Context: an optimization exercise on an open-source flow, tuned for small area. The choices shown serve that exercise and are no tape-out recipe. Only simulation tests tie the RTL to the original design; equivalence was not proved. Power figures rest on the tool's default switching activity, not on a simulated workload.

==> flow/design.v (excerpt) <==
module ecm_fce (
    input  logic        clk,
    input  logic        rst,       
    input  logic        req,
    input  logic        we,
    input  logic [7:0]  addr,
    input  logic [31:0] wdata,
    output logic        ack,
    output logic        err,
    output logic [31:0] rdata
);
Size: roughly 78 I/O pins, ~37000 um2 of cells after synthesis.
Settings: LEC_CHECK=0, CAP_MARGIN=30, CORE_MARGIN=2, CORE_UTILIZATION=50, CTS_BUF_LIST=sky130_fd_sc_hd__clkbuf_8, CTS_CLUSTER_DIAMETER=60, CTS_CLUSTER_SIZE=18, SLEW_MARGIN=40; clock period 8.0 ns.
run.sh (not shown) runs the stock make flow with config.mk's settings and CLKGATE_MAP_FILE= SYNTH_SCRIPT=/design/flow/synth_recipe.tcl, a recipe that flattens the netlist after the stock synthesis.
The starting point went through all stages and came out clean.
==> next run, changes <==
--- a/flow/config.mk
+++ b/flow/config.mk
@@ -11,3 +11,3 @@
-export CTS_BUF_LIST = sky130_fd_sc_hd__clkbuf_8
-export CTS_CLUSTER_DIAMETER = 60
-export CTS_CLUSTER_SIZE = 18
+export CTS_BUF_LIST = sky130_fd_sc_hd__clkbuf_16
+export CTS_CLUSTER_DIAMETER = 80
+export CTS_CLUSTER_SIZE = 28
Worst setup slack improved by 0.015 ns.
Final area stays flat.
Via count came out lower by about 1%.
Power is higher by about 0.65%.
Count of clock-buffer cells in the layout falls by 38.
Sequential cell count is unchanged.
Synthesized area is unchanged.
Maximum frequency hardly moves.
Utilization stays flat.
Sequential share of layout area is about the same.
Sequential power stays flat.

* * *

rev 12:
ecm_fce, a different RTL version from the one above (not shown whole).
Size: roughly 1400 flip-flops, about 78 I/O pins, roughly 36000 um2 of cells after synthesis.
clock: 8.0 ns
lec_check: 0
cap_margin: 15
core_margin: 2
core_utilization: 70
slew_margin: 15
standard.sh (not shown) runs the stock make flow with config.mk's settings and CLKGATE_MAP_FILE= SYNTH_SCRIPT=/design/flow/synth_recipe.tcl, a recipe that flattens the netlist after the stock synthesis.
==> flow/flow/run.sh <==
#!/bin/bash
# Own layout flow: the standard flow (standard.sh) with two changes made
# through ORFS's own variables:
#  - the port buffers that buffer_ports inserts are buf_1 cells;
#  - clock tree synthesis runs without dummy loads.
# Each tool's full output goes to standard.log in the work folder.
set -euo pipefail
export BUFFER_PORTS_ARGS="-buffer_cell sky130_fd_sc_hd__buf_1"
export CTS_ARGS="-sink_clustering_enable -repair_clock_nets -dont_use_dummy_load -buf_list sky130_fd_sc_hd__clkbuf_8 -sink_clustering_size 16 -sink_clustering_max_diameter 50"
bash standard.sh > standard.log 2>&1
The final layout from rev 12, which completed every stage, passed the timing, design-rule and antenna checks at the end of the flow.
Changes in rev 13 relative to rev 12:
# rev 12
export LEC_CHECK = 0
export CAP_MARGIN = 15
export CORE_MARGIN = 2
export CORE_UTILIZATION = 70
export SLEW_MARGIN = 15
create_clock -name core_clock -period 8.0 [get_ports {clk}]
# rev 13
export LEC_CHECK = 0
export CAP_MARGIN = 15
export CORE_MARGIN = 2
export CORE_UTILIZATION = 70
export GPL_TIMING_DRIVEN = 0
export SLEW_MARGIN = 15
create_clock -name core_clock -period 8.0 [get_ports {clk}]
-- flow/flow/run.sh --
<<< rev 12, line 9
export CTS_ARGS="-sink_clustering_enable -repair_clock_nets -dont_use_dummy_load -buf_list sky130_fd_sc_hd__clkbuf_8 -sink_clustering_size 16 -sink_clustering_max_diameter 50"
>>> rev 13, line 9
export CTS_ARGS="-sink_clustering_enable -repair_clock_nets -dont_use_dummy_load -buf_list sky130_fd_sc_hd__clkbuf_8 -sink_clustering_size 18 -sink_clustering_max_diameter 60"
==> results.txt <==
- Number of optimization iterations in the first detailed-route pass: rev 13 > rev 12
- The highest-delay cell along the critical path comes out sky130_fd_sc_hd__nor4_1 in one run and sky130_fd_sc_hd__nor3b_2 in the other, namely in rev 13 and rev 12 respectively.
- | share of the clock period used by the worst path | lower: rev 13 |
- Area growth from synthesis to final layout delta (rev 12 -> rev 13): insignificant
- Clock power share in rev 13 is 1.4 points below rev 12.
- In the reports for rev 12 and rev 13, the larger via count of the first global-routing pass belongs to rev 13.
- Compared to rev 12, rev 13 has register-to-register slack 0.77 ns lower.
- Rev 13 against rev 12; count of clock-buffer cells in the layout is down by more than 10%.

afterwards: timing with drivers on the ports:
Ports are ideal in the flow. The routed layouts listed here were re-timed in OpenROAD. Step 1 assumes that a clkbuf_16 drives the clock port and a buf_2 every other input. Step 2 adds t to the input delays and takes it off the output delays; t is the mean of the earliest and latest rising clock arrival at the registers after step 1. Input paths then give back, and output paths get back, about the clock's delay inside the block. Slacks: ideal ports / drivers / drivers and shift; pairs: ideal ports / drivers.
| run | t (ns) | setup WS [ns] | worst register clock-pin slew, ns | worst slew at a driven data input, ns |
|---|---|---|---|---|
| the first run of note 1 | 0.794 | 1.142 / 1.116 / 1.116 | 0.11 / 0.11 | 0.04 |
| the second run of note 1 | 0.718 | 1.156 / 1.131 / 1.131 | 0.11 / 0.11 | 0.04 |
| rev 12 | 0.760 | 1.581 / 1.556 / 1.556 | 0.10 / 0.10 | 0.11 |
| rev 13 | 0.772 | 1.912 / 1.851 / 2.072 | 0.12 / 0.12 | 0.10 |
After both steps setup and hold are still met in every run listed. For the first run of note 1, which loses most, drivers alone change the setup slack by -0.026 ns; drivers and shift together by -0.026 ns.
